From an optimization exercise on the open Yosys and OpenROAD flow, aimed at small area, a short achievable clock period and few clock cycles; shortcuts taken in it are not production practice. In this exercise RTL edits were held to simulation tests only and were not proved equivalent to the original. No activity file was given, so power comes from the tool's default toggle rates.

$ cat flow/design.v
module rspf_deframer #(
    parameter MAX_FRAME   = 132,
    parameter MAX_PAYLOAD = 128
) (
    input  wire       clk,
    input  wire       rst,
    input  wire       in_valid,
    input  wire [7:0] in_data,
    output wire       in_ready,
    output reg        ev_valid,
    input  wire       ev_ready,
    output reg  [2:0] ev_kind,
    output reg  [7:0] ev_data
);
    localparam [2:0] EV_ACK = 3'd1, EV_NACK = 3'd2, EV_INT = 3'd3,
                     EV_REJECT = 3'd4, EV_PKT_BYTE = 3'd5, EV_PKT_END = 3'd6;
    localparam [2:0] C_OK = 3'd0, C_BAD_RLE = 3'd1, C_RAW_DOLLAR = 3'd2,
                     C_OVERSIZE = 3'd3, C_BAD_CK_DIGIT = 3'd4, C_CK_MISMATCH = 3'd5;
    localparam QD = 8;    
    localparam QW = 3;    
    reg [7:0] wp;         
    reg [7:0] fs;         
    reg [7:0] rp;         
    reg [7:0] room29;     
    reg [7:0] s0, s1;
    reg       s0v, s1v;
    reg       in_rdy;
    wire      stall;
    wire      pop = s0v && !stall;
    wire      acc = in_valid && in_rdy;
    assign in_ready = in_rdy;
    wire       ld_s0 = pop || !s0v;
    wire [7:0] nb    = s1v ? s1 : in_data;
    reg  [7:0] avail29;                       
    reg       b_dollar, b_hash, b_star, b_brace, b_int, b_sig, b_plus, b_minus;
    reg       b_norm, b_rle, hex_ok;
    reg [3:0] hex_val;
    reg [6:0] b_k;
    reg       run_over;      
    always @(posedge clk) begin
        if (ld_s0) begin
            s0       <= nb;
            b_dollar <= (nb == 8'h24);
            b_hash   <= (nb == 8'h23);
            b_star   <= (nb == 8'h2A);
            b_brace  <= (nb == 8'h7D);
            b_int    <= (nb == 8'h03);
            b_plus   <= (nb == 8'h2B);
            b_minus  <= (nb == 8'h2D);
            b_sig    <= (nb == 8'h2B) || (nb == 8'h2D) || (nb == 8'h03);
            b_norm   <= !(nb == 8'h24 || nb == 8'h23 || nb == 8'h2A || nb == 8'h7D || nb == 8'h03);
            b_rle    <= (nb >= 8'h20 && nb <= 8'h7E);
            hex_ok   <= (nb >= 8'h30 && nb <= 8'h39) || (nb >= 8'h41 && nb <= 8'h46) ||
                        (nb >= 8'h61 && nb <= 8'h66);
            hex_val  <= nb[6] ? nb[3:0] + 4'd9 : nb[3:0];
            b_k      <= nb[6:0] - 7'd29;
            run_over <= ({1'b0, nb[6:0]} > room29);
        end
    end
    always @(posedge clk) begin
        if (rst) begin
            s0v    <= 1'b0;
            s1v    <= 1'b0;
            in_rdy <= 1'b0;
        end else begin
            if (ld_s0)
                s0v <= s1v || acc;
            if (ld_s0)
                s1v <= 1'b0;
            else if (acc)
                s1v <= 1'b1;
            in_rdy <= ld_s0 || !(s1v || acc);
        end
    end
    always @(posedge clk)
        if (!ld_s0 && acc)
            s1 <= in_data;
    wire [7:0] b = s0;
    reg [7:0] payload [0:MAX_PAYLOAD-1];
    reg [15:0] w_in, w_first, w_last;
    reg [7:0]  w_a, w_b;
    reg [8:0]   q [0:QD-1];    
    reg [QW:0]  qwp, qrp;
    wire        q_full  = (qwp[QW] != qrp[QW]) && (qwp[QW-1:0] == qrp[QW-1:0]);
    wire        q_empty = (qwp == qrp);
    reg       st_hunt, st_body, st_esc, st_rle, st_ck1, st_ck2;
    reg [7:0] rx_sum;
    reg       rx_last_ok;
    reg [7:0] rx_last;
    reg [2:0] rx_bad;
    reg [7:0] rx_wire;
    reg       rx_wire_max;   
    reg       rx_hi_ok;      
    reg       room_zero;     
    wire good      = (rx_bad == C_OK);
    wire int_in    = !st_hunt && !st_esc && b_int;       
    wire counted   = st_esc || (!st_hunt && !b_int);
    wire summed    = st_esc || st_rle || (st_body && !b_hash && !b_int);
    wire frame_end = st_ck2 && !b_int;
    wire start     = st_hunt && b_dollar;
    wire lit      = st_esc || (st_body && b_norm);
    wire run      = st_rle && b_rle && rx_last_ok;
    wire st       = lit || run;
    wire st_over  = lit ? room_zero : run_over;
    wire full     = (wp[6:0] == rp[6:0]) && (wp[7] != rp[7]);
    wire run_nospace = ({1'b0, b[6:0]} > avail29);
    wire ck_bad   = !hex_ok || !(rx_hi_ok && hex_val == rx_sum[3:0]);
    wire bad_rle  = (st_body && b_star && !rx_last_ok) || (st_rle && !b_rle);
    wire bad_dol  = st_body && b_dollar;
    wire bad_dig  = (st_ck1 || st_ck2) && !hex_ok;
    wire bad_mis  = st_ck2 && ck_bad;
    wire bad_ovr  = rx_wire_max || (st && st_over);
    wire go_bad   = good && counted && (bad_rle || bad_dol || bad_dig || bad_mis || bad_ovr);
    reg [2:0] cause;
    always @* begin
        if (rx_wire_max)   cause = C_OVERSIZE;
        else if (bad_rle)  cause = C_BAD_RLE;
        else if (bad_dol)  cause = C_RAW_DOLLAR;
        else if (bad_dig)  cause = C_BAD_CK_DIGIT;
        else if (bad_mis)  cause = C_CK_MISMATCH;
        else               cause = C_OVERSIZE;
    end
    wire do_store = st && good && !rx_wire_max && !st_over;
    reg [2:0] end_bad;
    always @* begin
        if (!good)              end_bad = rx_bad;
        else if (rx_wire_max)   end_bad = C_OVERSIZE;
        else if (!hex_ok)       end_bad = C_BAD_CK_DIGIT;
        else if (ck_bad)        end_bad = C_CK_MISMATCH;
        else                    end_bad = C_OK;
    end
    wire push = st_ck2 || (st_hunt && b_sig) || int_in;
    reg [8:0] push_d;
    always @*
        if (st_ck2 && !b_int)
            push_d = (end_bad == C_OK) ? {1'b1, wp} : {1'b0, EV_REJECT, 2'd0, end_bad};
        else if (st_hunt && b_plus)
            push_d = {1'b0, EV_ACK, 5'd0};
        else if (st_hunt && b_minus)
            push_d = {1'b0, EV_NACK, 5'd0};
        else
            push_d = {1'b0, EV_INT, 5'd0};
    assign stall = (push && q_full) ||
                   (lit && full && !room_zero) || (run && run_nospace && !run_over);
    wire [7:0] wp_k  = wp + {1'b0, b_k};
    wire [7:0] wp_1  = wp + 8'd1;
    wire [7:0] wp_st = run ? wp_k : wp_1;
    wire [7:0] rm_k  = room29 - {1'b0, b_k};
    wire [7:0] rm_1  = room29 - 8'd1;
    wire       adv   = pop && !int_in;
    always @(posedge clk) begin
        if (rst) begin
            st_hunt <= 1'b1;
            st_body <= 1'b0;
            st_esc  <= 1'b0;
            st_rle  <= 1'b0;
            st_ck1  <= 1'b0;
            st_ck2  <= 1'b0;
            wp      <= 8'd0;
        end else begin
            if (adv) begin
                st_hunt <= (st_hunt && !b_dollar) || st_ck2;
                st_body <= start || st_esc || st_rle || (st_body && !b_brace && !b_star && !b_hash);
                st_esc  <= st_body && b_brace;
                st_rle  <= st_body && b_star;
                st_ck1  <= st_body && b_hash;
                st_ck2  <= st_ck1;
            end
            if (pop && (do_store || go_bad))
                wp <= do_store ? wp_st : fs;
        end
    end
    always @(posedge clk) begin
        if (pop && start)
            fs <= wp;
        if (pop && (start || (counted && summed)))
            rx_sum <= start ? 8'd0 : rx_sum + b;
        if (pop && (start || st))
            rx_last_ok <= !start;
        if (s0v && lit)
            rx_last <= st_esc ? (b ^ 8'h20) : b;
        if (pop && (start || go_bad))
            rx_bad <= start ? C_OK : cause;
        if (pop && (start || counted)) begin
            rx_wire     <= start ? 8'd1 : rx_wire + 1'b1;
            rx_wire_max <= !start && (rx_wire_max || rx_wire == MAX_FRAME - 1);
        end
        if (pop && st_ck1 && !b_int)
            rx_hi_ok <= hex_ok && (hex_val == rx_sum[7:4]);
        if (pop && (start || do_store)) begin
            room29    <= start ? 8'd157 : run ? rm_k : rm_1;
            room_zero <= !start && (run ? (room29 == {1'b0, b[6:0]}) : (room29 == 8'd30));
        end
    end
    wire [3:0] glo  = wp[6:3], ghi = wp_k[6:3];
    wire       wrap = wp_k[7] != wp[7];
    wire [3:0] lo_sum = {1'b0, wp[2:0]} + {1'b0, b_k[2:0]};
    wire       same = (b_k[6:3] == 4'd0) && !lo_sum[3];
    wire       w_go = pop && do_store;
    integer    ii;
    always @(posedge clk) begin
        for (ii = 0; ii < 16; ii = ii + 1) begin
            w_in[ii]    <= w_go && run && (wrap ? (ii > glo || ii < ghi) : (ii > glo && ii < ghi));
            w_first[ii] <= w_go && (ii == glo);
            w_last[ii]  <= w_go && run && !same && (ii == ghi);
        end
        for (ii = 0; ii < 8; ii = ii + 1) begin
            w_a[ii] <= run ? (ii >= wp[2:0]) && (!same || ii < wp_k[2:0]) : (ii == wp[2:0]);
            w_b[ii] <= (ii < wp_k[2:0]);
        end
        if (rst) begin
            w_in    <= 16'd0;
            w_first <= 16'd0;
            w_last  <= 16'd0;
        end
    end
    genvar gi;
    generate
        for (gi = 0; gi < MAX_PAYLOAD; gi = gi + 1) begin : g_pl
            always @(posedge clk)
                if (w_in[gi/8] || (w_first[gi/8] && w_a[gi%8]) || (w_last[gi/8] && w_b[gi%8]))
                    payload[gi] <= rx_last;
        end
    endgenerate
    always @(posedge clk)
        if (!q_full)
            q[qwp[QW-1:0]] <= push_d;
    reg         hv;
    reg  [8:0]  qh;
    wire        ld     = hv && (!ev_valid || ev_ready);
    wire        is_pkt = qh[8];
    wire        more   = is_pkt && (rp != qh[7:0]);
    wire        h_take = !hv || (ld && !more);
    reg [7:0]  rl;
    reg [15:0] rm;
    reg [7:0]  rd;
    reg [7:0]  col;
    integer    gj, gg;
    always @* begin
        rd = 8'd0;
        for (gj = 0; gj < 8; gj = gj + 1) begin
            col = 8'd0;
            for (gg = 0; gg < 16; gg = gg + 1)
                col = col | (payload[gg*8+gj] & {8{rm[gg]}});
            rd = rd | (col & {8{rl[gj]}});
        end
    end
    always @(posedge clk) begin
        if (rst) begin
            qwp      <= {(QW+1){1'b0}};
            qrp      <= {(QW+1){1'b0}};
            hv       <= 1'b0;
            rp       <= 8'd0;
            rl       <= 8'd1;
            rm       <= 16'd1;
            ev_valid <= 1'b0;
        end else begin
            if (pop && push)
                qwp <= qwp + 1'b1;
            if (h_take) begin
                hv <= !q_empty;
                if (!q_empty)
                    qrp <= qrp + 1'b1;
            end
            if (ld) begin
                ev_valid <= 1'b1;
                if (more) begin
                    rp <= rp + 1'b1;
                    rl <= {rl[6:0], rl[7]};
                    if (rl[7])
                        rm <= {rm[14:0], rm[15]};
                end
            end else if (ev_ready) begin
                ev_valid <= 1'b0;
            end
        end
    end
    always @(posedge clk)
        if (h_take)
            qh <= q[qrp[QW-1:0]];
    always @(posedge clk)
        avail29 <= rp - wp + 8'd157;
    always @(posedge clk) begin
        if (ld) begin
            ev_kind <= more ? EV_PKT_BYTE : is_pkt ? EV_PKT_END : qh[7:5];
            ev_data <= more ? rd : is_pkt ? 8'd0 : {5'd0, qh[2:0]};
        end
    end
endmodule
$ cat flow/run.sh
#!/bin/bash
# synth_recipe.tcl (not shown) runs the flow's synth.tcl, then flattens the netlist and writes it again
# the make line also repeats each setting of config.mk as NAME=value (left out here)
make -C /OpenROAD-flow-scripts/flow DESIGN_CONFIG=/design/flow/config.mk WORK_HOME=/design/flow/orfs CLKGATE_MAP_FILE= SYNTH_SCRIPT=/design/flow/synth_recipe.tcl finish
$ cat flow/config.mk
export PLATFORM = sky130hd
export DESIGN_NAME = rspf_deframer
export DESIGN_NICKNAME = rspf_deframer
export VERILOG_FILES = /design/flow/design.v
export SDC_FILE = /design/flow/constraint.sdc
export NUM_CORES = 4
export LEC_CHECK = 0
export CAP_MARGIN = 20
export CORE_MARGIN = 2
export CORE_UTILIZATION = 40
export CTS_CLUSTER_DIAMETER = 90
export CTS_CLUSTER_SIZE = 26
export PLACE_DENSITY = 0.6
export SETUP_SLACK_MARGIN = 2.7
export SLEW_MARGIN = 20
export TNS_END_PERCENT = 100
$ cat flow/constraint.sdc
create_clock -name core_clock -period 5.5 [get_ports {clk}]
set_input_delay 1.1000 -clock core_clock [delete_from_list [all_inputs] [get_ports {clk}]]
set_output_delay 1.1000 -clock core_clock [all_outputs]
set_load 0.01 [all_outputs]
==> summary.txt <==
==> report_power, final <==
part           internal, mW  switching (mW)
Clock                  2.16            3.17
Sequential             10.9          0.0656
Combinational         0.154           0.218
Total                  13.2            3.45
==> kinds of logic after synthesis <==
family,after synthesis
flip-flops,1332
AO/OA/AOI/OAI,878
AND/OR/NAND/NOR,477
buffers and inverters,304
adder cells (fa/ha/maj),74
multiplexers,67
XOR/XNOR,58
==> flip-flops by register name, indices dropped and copies added, names as in the netlist, 9 cells and up <==
signal,count
payload,1024
q,72
rm,16
w_first,16
qh,9
w_last,16
w_in,16
==> path summary, 6_finish.rpt <==
kind | from | endpoint | slack, ns
hold reg to reg | hv | ev_valid | 0.51
setup reg to reg | rm[1] | ev_data[5] | 2.67
setup / recovery | rm[1] | ev_data[5] | 2.67
hold / removal | hv | ev_valid | 0.51
==> critical path, delay by kind of cell, from the launching register on <==
kind / cells / cell delay [ns]
AO/OA/AOI/OAI: 5 / 1.44
buffers and inverters: 1 / 0.25
flip-flops: 1 / 0.50
AND/OR/NAND/NOR: 1 / 0.33
==> cell type report <==
type | instances | area (um^2)
fill | 11232 | 72600
sequential | 1332 | 38800
multi-input combinational | 1554 | 12500
tap | 1742 | 2180
clock buffer | 104 | 1670
timing repair buffer | 106 | 1140
inverter | 71 | 267
clock inverter | 8 | 139
antenna | 1 | 2.50
==> routing by layer <==
layer	vias to the layer above	GRT usage
met2	1757	0.360
met3	308	0.0498
met4	4	0.0655
met1	16256	0.322
met5	-	0.00835
li1	12999	-
==> layout by cell type, fill, tap and decap left out, types with 14 or more instances in the layout <==
cell type                         Yosys  final
sky130_fd_sc_hd__a22o_1             264    264
sky130_fd_sc_hd__ha_1                61     59
sky130_fd_sc_hd__o21ai_0             38     38
sky130_fd_sc_hd__mux2_2              14     14
sky130_fd_sc_hd__clkbuf_16            0     60
sky130_fd_sc_hd__clkbuf_1           157     44
sky130_fd_sc_hd__nand2_1             64     61
sky130_fd_sc_hd__a21oi_1             62     57
sky130_fd_sc_hd__nand4_1             77     77
sky130_fd_sc_hd__xnor2_1             27     27
sky130_fd_sc_hd__mux2i_1             31     30
sky130_fd_sc_hd__edfxtp_1          1202   1202
sky130_fd_sc_hd__mux4_2              18     18
sky130_fd_sc_hd__nor3_1              55     54
sky130_fd_sc_hd__clkdlybuf4s50_1      0     19
sky130_fd_sc_hd__a21o_1              25     25
sky130_fd_sc_hd__a221o_1            113    113
sky130_fd_sc_hd__buf_12               0     15
sky130_fd_sc_hd__nor2b_1             18     18
sky130_fd_sc_hd__a221oi_1           263    255
sky130_fd_sc_hd__a22oi_1             22     17
sky130_fd_sc_hd__inv_1               69     69
sky130_fd_sc_hd__xor2_1              31     30
sky130_fd_sc_hd__dfxtp_1            130    106
sky130_fd_sc_hd__nand2b_1            14     14
sky130_fd_sc_hd__nor2_1             131    123
sky130_fd_sc_hd__nand3_1             32     31
sky130_fd_sc_hd__nor4_1              22     18
sky130_fd_sc_hd__buf_4                2     53
==> timing repair <==
item                                    in CTS  in global routing
hold buffers                                 0                  0
endpoints found under the setup margin     134                160
buffers inserted                            10                 12
pin swaps                                    8                  9
gates resized for setup                     50                 51
==> metrics list <==
* Status: finished clean
- After clock tree synthesis, the clock-pin slew on the worst setup and hold paths is 0.11 ns.
- Total of max-cap violations: 0
- The largest individual stage delay along the critical path comes from the cell sky130_fd_sc_hd__dfxtp_4.
* Fin nets: around 3200
- Hold is met by 0.512 ns.
- The Yosys step of the flow raised 2 warnings.
- The longest clock path from root to sink contains 3 buffers.
- Final setup violation count: 0
* Number of max-slew violations in the final report: 0
- Design Area, Final: 0.0567 mm^2
- 25 I/O pins were placed.
- Worst setup slack after placement: around 2 ns
* Min-Delay Path Class: flop to flop
- At the worst endpoint, the required time is 5.94 ns.
- CP Max Fanout: 23
* Setup repair after global routing missed its margin: yes
* Post-synthesis compound-gate area fraction: 0.141
* Fraction of the mapped netlist area in simple logic gates: 0.0477
- Signal routing reaches up to met5.
- The synthesized design contains between 1000 and 1500 register bits.
* Die Y: 365 um
* Min-Delay Path Depth: 2
- In the synthesized netlist, the cells that appear most often are 1202 x sky130_fd_sc_hd__edfxtp_1, 264 x sky130_fd_sc_hd__a22o_1, 263 x sky130_fd_sc_hd__a221oi_1.
- Once placement completed, the tool counted placed cells totaling 4783.
- The clock arrives with 0.0288 ns of skew.
* Vias: 31324
- Input/output buffers: 24
- Final WS setup: 2.67 ns
* Post-synthesis cell area: 0.0521 mm^2
- Final Cycle Share: 0.514
- Most area-hungry cell type in the Yosys netlist: sky130_fd_sc_hd__edfxtp_1
- For this run, the number of standard cells in the final layout without fillers is 4918.
- Number of buffers created by CTS: 59
- The first global-routing pass estimated 220 mm of wire.
* Max IR drop VDD: ~0.00030 V
- Max Freq: between 0.3 and 0.4 GHz
- Area share of the largest cell type after synthesis: 0.693
- When the netlist entered floorplanning its net count stood at 3267.
- Across every metal layer, demand over resource in global routing totals 0.230.
* Worst relative slew slack: 0.290
- The portion of synthesized area spent on multiplexers is 0.0179.
- Adder-Cell Fraction of Synth Area: 0.0179
* Total global routing overflow: 0
* Total met2 wirelength after detailed routing: 72.5 mm
- Yosys mapped a number of flops with a built-in enable equal to 1202.
* Total wirelength of the detailed-routed design: around 160 mm
* Number of global-route vias before repair: 29513
- The worst register-to-register path has a depth of 7.
- For the final routed database, the setup TNS stands at 0 ns.
- The detailed router finished its first iteration with 4248 violations.
- The die is 365 um wide.
- CP startpoint kind: flop
- The count of final hold-check violations came to 0.
- Number of detailed-route iterations in the first pass: 6
* Amount of wire on met3 after detailed routing: between 15 and 20 mm
* Xor and xnor fraction of the mapped netlist area: 0.00975
* Cell Rows: 132
* Remaining number of nets flagged by the antenna check after routing: 0
* Wire length per cell after detailed routing: 32.1 um
* Initial Util: 0.403
- Yosys mapped the design onto 84 distinct sky130hd cell types.
- # clock sinks: about 1300
- Clock insertion delay at the later pin of the skew report: 0.71 ns
* CTS tree: yes
* Most common cell in the netlist: sky130_fd_sc_hd__edfxtp_1
- Met1 wire length: 63.7 mm
* Overall power after layout: 16.7 mW
* Area delta synth->final: 8.87%
* LEAKAGE: 17.6 nW
- Largest stage delay on the critical path: 0.50 ns
- Register area share after synthesis: 0.743
* Gp weighted congestion: between 0.8 and 0.9
- For this run, asynchronously set or reset flops after synthesis account for 0.
* Utilization of the core after routing: 0.438
- Cell types with the largest area share after synthesis: sky130_fd_sc_hd__edfxtp_1 69%, sky130_fd_sc_hd__dfxtp_1 5.0%, sky130_fd_sc_hd__a22o_1 4.4%
* Total DRC errors in the routed layout: 0
- Clock root cell: sky130_fd_sc_hd__clkbuf_16
- Cell chain of the critical path: buf_6 > a22o_1 > a221oi_1 > nand4_1 > a22o_1 > a221oi_1 > a31oi_1
- A synthesized cell averages 16.3 um^2.
* Cell Area, Placed: ~0.054 mm^2
- The initial antenna violation count was 4.
- Most common flop cell mapped by yosys: sky130_fd_sc_hd__edfxtp_1
- The H-tree generated during clock tree synthesis spans 2 levels.
- In the routed layout, each cell is associated on average with a via count of roughly 6.4.
- Final min period: 2.83 ns
- Data arrival time of the critical path: 3.27 ns
* Pwr per Cell Area: slightly below 300 mW/mm^2
* Type of element capturing the critical path: flop
* CORE AREA: 0.129 mm^2
* Area enclosed by the die boundary: 0.133 mm^2
* Classification of the worst setup path: flop to flop
- HPWL Detailed: 93.7 mm
- In the final layout, the share of cells above drive strength 1 is 0.0898.
- Pin slew with the least headroom to its limit: between 1 and 1.5 ns
- After synthesis, the largest family of logic cells by area is compound AO/OA/AOI/OAI gates.
- Post-synthesis cell count: roughly 3200
* Pin count of the biggest net entering global routing: 95
Testbench counts, summed over its fixed seeds: cycles 10,100.

[static timing again, ports no longer ideal]
No port has a modelled driver above. Below, the same layout with a new extraction and two added sets of constraints. Step 1 sets driving cells, clkbuf_16 on the clock port and buf_2 on the other inputs (assumed; they add their load-dependent delay and slew). Step 2 also shifts input and output timing later by t, the mid clock arrival at the registers, as if the neighbouring blocks saw the same clock. a / b / c = ideal / step 1 / step 2; a / b = the first two.
t (ns): 0.776
setup WS [ns]: 2.671 / 2.666 / 2.106
worst hold slack (ns): 0.512 / 0.512 / 0.512
slew at the worst register clock pin (ns): 0.11 / 0.11
After both steps setup and hold are still met in this run. The setup slack of this run moves by -0.005 ns with the drivers and by -0.565 ns with both steps.
